Source: an optimization exercise on an open RTL-to-GDS flow (aim: small area). Production flows keep margins and buffers that such runs may drop.
Only simulation tests tie the RTL to the original design; equivalence was not proved.
No activity file was given, so power comes from the tool's default toggle rates. The flow treats the clock pin as an ideal source, which a real chip does not have.

==> job 7726: inputs <==
==> flow/design.v <==
module emlc_link (
    input  wire        clk,
    input  wire        rst,         
    input  wire        cmd_valid,
    input  wire [31:0] cmd_data,
    output wire        cmd_ready,
    input  wire [7:0]  csr_idx,
    output reg  [15:0] csr_rdata,
    output reg         sclk,
    output reg         mosi,
    input  wire        miso
);
    localparam [2:0] S_IDLE  = 3'd0;
    localparam [2:0] S_RES   = 3'd1;   
    localparam [2:0] S_UNUSED = 3'd2;
    localparam [2:0] S_WAIT  = 3'd3;   
    localparam [2:0] S_WAITF = 3'd4;   
    localparam [2:0] S_FRAME = 3'd5;   
    localparam [2:0] S_CRCW  = 3'd6;   
    localparam [2:0] S_SHIN  = 3'd7;   
    localparam [3:0] C_NONE  = 4'd0;
    localparam [3:0] C_XFER  = 4'd1;
    localparam [3:0] C_WRREG = 4'd2;
    localparam [3:0] C_RDREG = 4'd3;
    localparam [3:0] C_FOLD  = 4'd4;
    localparam [3:0] C_WRBLK = 4'd5;
    localparam [3:0] C_RDBLK = 4'd6;
    localparam [3:0] C_CRCB  = 4'd7;
    localparam [3:0] C_CREC  = 4'd8;
    localparam [3:0] C_RVAL  = 4'd9;
    localparam [3:0] C_RSEAL = 4'd10;
    localparam [3:0] C_BUFRD = 4'd11;
    localparam [3:0] C_BUFWR = 4'd12;
    localparam [3:0] C_RECRD = 4'd13;
    localparam [3:0] C_RECWR = 4'd14;
    reg [1391:0] ring;
    reg [6:0]    pos;
    wire [15:0]  head = ring[15:0];
    reg [2:0]  st;
    reg [3:0]  opc;
    reg [1:0]  code;          
    reg [15:0] result;
    reg [15:0] cks;
    reg [15:0] crc;
    reg        miso_last;
    reg [23:0] sr;            
    reg [6:0]  k;             
    reg [6:0]  t;             
    assign cmd_ready = (st == S_IDLE);
    wire [7:0]  c_op = cmd_data[31:24];
    wire [7:0]  c_a  = cmd_data[23:16];
    wire [15:0] c_d  = cmd_data[15:0];
    wire        a0   = (c_a == 8'h00);
    wire        d0   = (c_d == 16'h0000);
    wire        dh0  = (c_d[15:8] == 8'h00);
    wire [8:0]  c_nm1 = {1'b0, c_d[7:0]} - {1'b0, c_a};
    wire        blk_ok = dh0 && !c_nm1[8] && (c_nm1[7:6] == 2'b00);
    reg        legal;
    reg [3:0]  c_cls;
    always @(*) begin
        legal = 1'b0;
        c_cls = C_NONE;
        case (c_op)
            8'h00: legal = a0 && d0;
            8'h01: begin legal = a0 && dh0;          c_cls = C_XFER;  end
            8'h02: begin legal = 1'b1;               c_cls = C_WRREG; end
            8'h03: begin legal = d0;                 c_cls = C_RDREG; end
            8'h10: legal = a0 && d0;
            8'h11: begin legal = a0;                 c_cls = C_FOLD;  end
            8'h12: begin legal = blk_ok;             c_cls = C_WRBLK; end
            8'h13: begin legal = blk_ok;             c_cls = C_RDBLK; end
            8'h30: legal = a0 && d0;
            8'h31: begin legal = a0 && dh0;          c_cls = C_CRCB;  end
            8'h32: begin legal = a0 && d0;           c_cls = C_CREC;  end
            8'h33: begin legal = a0 && d0;           c_cls = C_RVAL;  end
            8'h34: begin legal = a0 && d0;           c_cls = C_RSEAL; end
            8'h40: begin legal = d0 && (c_a < 8'd64); c_cls = C_BUFRD; end
            8'h41: begin legal = (c_a < 8'd64);      c_cls = C_BUFWR; end
            8'h42: begin legal = d0 && (c_a < 8'd23); c_cls = C_RECRD; end
            8'h43: begin legal = (c_a < 8'd23);      c_cls = C_RECWR; end
            default: ;
        endcase
        if (!legal) c_cls = C_NONE;
    end
    wire is_crcw  = (opc == C_CREC) || (opc == C_RVAL) || (opc == C_RSEAL);
    wire hit      = (pos == k);
    wire k_last   = is_crcw ? (k == 7'd85) : (k[5:0] == result[5:0]);
    wire is_fold  = (opc == C_FOLD) || (opc == C_WRBLK) || (opc == C_RDBLK);
    wire [7:0] addr_inc = (sr[23:16] + 8'd1) | {(opc == C_RDBLK), 7'd0};
    wire [4:0] slot = t[6:2];
    wire [1:0] ph   = t[1:0];
    wire bit_slot   = (slot >= 5'd3);
    wire last_slot  = (opc == C_XFER) ? (slot == 5'd10) : (slot == 5'd26);
    wire rot_byte   = (opc != C_XFER) && (slot <= 5'd10);
    wire rd_frame   = (opc == C_RDREG) || (opc == C_RDBLK);
    wire crc_step_t = (t[4] ^ t[5]) && !t[3];
    reg  cstep, crot;
    wire cfb = crc[15] ^ (sr[23] & cstep);
    wire ctap = cfb & cstep;
    wire [15:0] crc_ser = {crc[14:12], crc[11] ^ ctap, crc[10:5], crc[4] ^ ctap,
                           crc[3:0], cfb};
    reg ins;
    always @(posedge clk) begin
        ring <= {ins ? sr[15:0] : head, ring[1391:16]};
        pos  <= (pos >= 7'd86) ? 7'd0 : pos + 7'd1;
    end
    always @(*) begin
        ins   = 1'b0;
        cstep = 1'b0;
        crot  = 1'b0;
        if (st == S_WAIT && hit)
            ins = (opc == C_BUFWR) || (opc == C_RDBLK) || (opc == C_RECWR);
        if (st == S_WAITF && hit)
            ins = (opc == C_RSEAL);
        if (st == S_CRCW)
            cstep = crc_step_t && !is_fold;
        if (st == S_SHIN)
            crot = 1'b1;
    end
    always @(posedge clk) begin
        if (cstep || crot)
            crc <= crc_ser;
        case (st)
        S_IDLE: begin
            if (cmd_valid) begin
                opc  <= c_cls;
                sr   <= {c_a[7] | (c_op == 8'h03) | (c_op == 8'h13), c_a[6:0], c_d};
                k    <= c_op[6] ? {c_op[1], c_a[5:0]} :
                        (c_op[5] ? 7'd64 : 7'd0);
                if (c_cls == C_WRBLK || c_cls == C_RDBLK)
                    result[5:0] <= c_nm1[5:0];
                t    <= 7'd0;
                code <= {1'b0, !legal};
                if (legal && (c_op == 8'h10 || c_op == 8'h12 || c_op == 8'h13))
                    cks <= 16'h0000;
                if (legal && (c_op == 8'h30 || c_op == 8'h32 || c_op == 8'h33 ||
                              c_op == 8'h34))
                    crc <= 16'h0000;
                case (c_cls)
                    C_NONE:  st <= S_RES;
                    C_FOLD, C_XFER, C_CRCB: st <= S_CRCW;
                    C_WRREG, C_RDREG, C_RDBLK: st <= S_FRAME;
                    default: st <= S_WAIT;
                endcase
            end
        end
        S_RES: begin
            case (opc)
                C_FOLD, C_WRBLK, C_RDBLK: result <= cks;
                C_XFER, C_RDREG, C_CRCB, C_CREC, C_RVAL, C_RSEAL,
                C_BUFRD, C_RECRD: result <= sr[15:0];
                default: ;
            endcase
            st <= S_IDLE;
        end
        S_WAIT, S_WAITF: begin
            t <= t + 7'd1;
            if (hit && (opc != C_RDBLK) && (opc != C_BUFWR) && (opc != C_RECWR) &&
                !(st == S_WAITF && opc == C_RSEAL))
                sr[15:0] <= head;
            if (t == 7'd86) begin
                t <= 7'd0;
                if (st == S_WAITF)
                    st <= (opc == C_RVAL) ? S_SHIN : S_RES;
                else if (opc == C_BUFRD || opc == C_RECRD ||
                         opc == C_BUFWR || opc == C_RECWR)
                    st <= S_RES;
                else
                    st <= S_CRCW;
            end
        end
        S_FRAME: begin
            t <= t + 7'd1;
            if (bit_slot && ph == 2'd1) begin
                sr        <= {sr[22:0], rot_byte ? sr[23] : miso};
                miso_last <= miso;
                sclk      <= 1'b1;
            end
            if (ph == 2'd3) begin
                if (last_slot) begin
                    t <= 7'd0;
                    if (opc == C_WRBLK) begin
                        if (k_last) begin
                            st <= S_RES;
                        end else begin
                            k <= k + 7'd1;
                            sr[23:16] <= addr_inc;
                            st <= S_WAIT;
                        end
                    end else if (opc == C_RDBLK) begin
                        sr[23:16] <= addr_inc;
                        st <= S_WAIT;
                    end else begin
                        st <= S_RES;
                    end
                end else begin
                    sclk <= 1'b0;
                    if (slot >= 5'd2)
                        mosi <= sr[23] & !(rd_frame && slot >= 5'd10);
                end
            end
        end
        S_CRCW: begin
            t  <= t + 7'd1;
            sr <= {sr[22:0], sr[23]};
            if (is_fold && (t == 7'd0 || t == 7'd8))
                cks <= {cks[15:8] ^ sr[15:8], cks[7:0] + sr[15:8]};
            if (opc == C_XFER && t == 7'd15) begin
                t  <= 7'd8;
                st <= S_FRAME;
            end else if (t == 7'd23 && !is_crcw) begin
                t  <= 7'd0;
                case (opc)
                    C_CRCB:  st <= S_SHIN;
                    C_WRBLK: st <= S_FRAME;
                    C_RDBLK: begin
                        if (k_last) begin
                            st <= S_RES;
                        end else begin
                            k <= k + 7'd1;
                            st <= S_FRAME;
                        end
                    end
                    default: st <= S_RES;    
                endcase
            end else if (t == 7'd39) begin
                t <= 7'd0;
                k <= k + 7'd1;
                if (!k_last)
                    st <= S_WAIT;
                else if (opc == C_RVAL)
                    st <= S_WAITF;
                else
                    st <= S_SHIN;
            end
        end
        S_SHIN: begin
            t  <= t + 7'd1;
            sr <= {sr[22:0], crc[15]};
            if (opc == C_RVAL && (crc[15] ^ sr[15]))
                code <= 2'b11;
            if (t == 7'd15) begin
                t  <= 7'd0;
                st <= (opc == C_RSEAL) ? S_WAITF : S_RES;
            end
        end
        default: st <= S_IDLE;
        endcase
        if (rst) begin
            st        <= S_IDLE;
            code      <= 2'b00;
            result    <= 16'h0000;
            cks       <= 16'h0000;
            crc       <= 16'h0000;
            sclk      <= 1'b1;
            mosi      <= 1'b0;
            miso_last <= 1'b0;
        end
    end
    always @(*) begin
        case (csr_idx)
            8'h00:   csr_rdata = {12'h000, 1'b0, code[1], 1'b0, code[0]};
            8'h01:   csr_rdata = result;
            8'h02:   csr_rdata = cks;
            8'h03:   csr_rdata = crc;
            8'h04:   csr_rdata = {13'h0000, miso_last, mosi, sclk};
            default: csr_rdata = 16'h0000;
        endcase
    end
endmodule
==> flow/run.sh <==
#!/bin/bash
# synth_recipe.tcl (not shown) runs the flow's synth.tcl, then flattens the netlist and writes it again
# the make line also repeats each setting of config.mk as NAME=value (left out here)
make -C /OpenROAD-flow-scripts/flow DESIGN_CONFIG=/design/flow/config.mk WORK_HOME=/design/flow/orfs CLKGATE_MAP_FILE= SYNTH_SCRIPT=/design/flow/synth_recipe.tcl finish
==> flow/config.mk <==
export PLATFORM = sky130hd
export DESIGN_NAME = emlc_link
export DESIGN_NICKNAME = emlc_link
export VERILOG_FILES = /design/flow/design.v
export SDC_FILE = /design/flow/constraint.sdc
export NUM_CORES = 4
export LEC_CHECK = 0
export CAP_MARGIN = 20
export CORE_MARGIN = 2
export CORE_UTILIZATION = 40
export SLEW_MARGIN = 20
==> flow/constraint.sdc <==
create_clock -name core_clock -period 10.0 [get_ports {clk}]
set_input_delay 2.0000 -clock core_clock [delete_from_list [all_inputs] [get_ports {clk}]]
set_output_delay 2.0000 -clock core_clock [all_outputs]
set_load 0.01 [all_outputs]
==> job 7021 (differences from job 7726) <==
--- a/flow/design.v
+++ b/flow/design.v
@@ -46,3 +46,2 @@
     reg [23:0] sr;            
-    reg [6:0]  k;             
     reg [6:0]  t;             
@@ -85,3 +84,6 @@
     wire is_crcw  = (opc == C_CREC) || (opc == C_RVAL) || (opc == C_RSEAL);
-    wire hit      = (pos == k);
+    wire is_loop  = is_crcw || (opc == C_WRBLK) || (opc == C_RDBLK);
+    wire [6:0] k  = result[12:6];
+    wire [6:0] tgt = is_loop ? k : sr[22:16];
+    wire hit      = (pos == tgt);
     wire k_last   = is_crcw ? (k == 7'd85) : (k[5:0] == result[5:0]);
@@ -126,7 +128,8 @@
                 opc  <= c_cls;
-                sr   <= {c_a[7] | (c_op == 8'h03) | (c_op == 8'h13), c_a[6:0], c_d};
-                k    <= c_op[6] ? {c_op[1], c_a[5:0]} :
-                        (c_op[5] ? 7'd64 : 7'd0);
+                sr   <= {c_a[7] | (c_op == 8'h03) | (c_op == 8'h13),
+                         c_a[6] | (c_op[6] & c_op[1]), c_a[5:0], c_d};
                 if (c_cls == C_WRBLK || c_cls == C_RDBLK)
-                    result[5:0] <= c_nm1[5:0];
+                    result[12:0] <= {7'd0, c_nm1[5:0]};
+                if (c_cls == C_CREC || c_cls == C_RVAL || c_cls == C_RSEAL)
+                    result[12:6] <= 7'd64;
                 t    <= 7'd0;
@@ -185,3 +188,3 @@
                         end else begin
-                            k <= k + 7'd1;
+                            result[12:6] <= k + 7'd1;
                             sr[23:16] <= addr_inc;
@@ -219,3 +222,3 @@
                         end else begin
-                            k <= k + 7'd1;
+                            result[12:6] <= k + 7'd1;
                             st <= S_FRAME;
@@ -227,3 +230,3 @@
                 t <= 7'd0;
-                k <= k + 7'd1;
+                result[12:6] <= k + 7'd1;
                 if (!k_last)
==> flow/flow/run.sh (new file) <==
#!/bin/bash
# Standard ORFS layout; only the clock tree synthesis arguments differ:
# larger sink clusters and no dummy loads.
set -euo pipefail
export CTS_ARGS="-sink_clustering_enable -repair_clock_nets -dont_use_dummy_load -sink_clustering_size 30 -sink_clustering_max_diameter 60"
bash standard.sh > standard.log 2>&1
==> flow/standard.sh (new file) <==
#!/bin/bash
# synth_recipe.tcl (not shown) runs the flow's synth.tcl, then flattens the netlist and writes it again
# the make line also repeats each setting of config.mk as NAME=value (left out here)
make -C /OpenROAD-flow-scripts/flow DESIGN_CONFIG=/design/flow/config.mk WORK_HOME=/design/flow/orfs CLKGATE_MAP_FILE= SYNTH_SCRIPT=/design/flow/synth_recipe.tcl "${@:-finish}"
Settings changed: ABC_AREA set to 1, CORE_UTILIZATION 40 to 70.
removed: flow/run.sh
==> comparison table <==
| item | job 7726 | job 7021 |
|---|---|---|
| Outcome | timing/DRC/antenna clean | timing/DRC/antenna clean |
| Non-clk invs | 40 | 178 |
| Post-Route WL | 58.07 mm | 72.67 mm |
| Slew @ Worst Pin | 1.128 ns | 1.006 ns |
| Power consumed by combinational cells | 0.000153 W | 0.000225 W |
| Floorplan core area | 0.08851 mm^2 | 0.05027 mm^2 |
| XOR/XNOR share of the synthesized area | 0.01028 | 0.009080 |
| Hold Crit Start | ring[327] | ring[131] |
| Post-route fraction of the period consumed by the critical path | 0.6773 | 0.6691 |
| Yosys cell types | 85 | 53 |
| Post-Place Setup Slack | 3.215 ns | 3.370 ns |
| Clock input transition at the sequential cells of the worst setup and hold paths | 0.06 ns | 0.11 ns |
| Post-synthesis adder-cell area fraction | 0.01118 | 0.01094 |
| Synthesized Nets | 2429 | 2631 |
| CTS HTree Levels | 4 | 2 |
| Net switching share of the total power | 0.1982 | 0.2080 |
| Total CTS buffers | 133 | 59 |
| Total of clock buffers placed in the layout | 198 | 59 |
| Synthesis-stage register bit count | 1497 | 1490 |
| Post-synthesis cell area | 0.03580 mm^2 | 0.03569 mm^2 |
| Register-to-register path setup slack | 6.36 ns | 6.39 ns |
| Diodes inserted | 1 | 0 |
| Placement-stage cell area | 0.03766 mm^2 | 0.03705 mm^2 |
| Proportion of synthesized chip area in sequential cells | 0.8489 | 0.8456 |
| Wl on met1 | 28.68 mm | 30.71 mm |

==> port drivers added, routing unchanged <==
The flow's constraints put no driver on any port. The routed layouts listed below were extracted and timed again, unchanged, in two steps.
Step 1: set_driving_cell puts a clkbuf_16 on clk and a buf_2 on each other input, an assumption about the parent block.
Step 2 moves the port delays by t, midway between the first and last clock arrival at a register: inputs arrive t later, outputs are due t later. That takes back most of the time a late clock gives input paths.
Three values: ideal ports, drivers, drivers and shift; two values: the first two.
run	t, ns	slack for setup (ns)	hold WS [ns]	slew at the worst register clock pin (ns)
job 7726	0.761	3.227 / 3.205 / 3.205	0.312 / 0.312 / 0.312	0.07 / 0.07
job 7021	0.688	3.309 / 3.286 / 3.286	0.275 / 0.275 / 0.275	0.12 / 0.12
After both steps every run listed still meets setup and hold. For job 7021, which loses most, drivers alone change the setup slack by -0.023 ns; drivers and shift together by -0.023 ns.
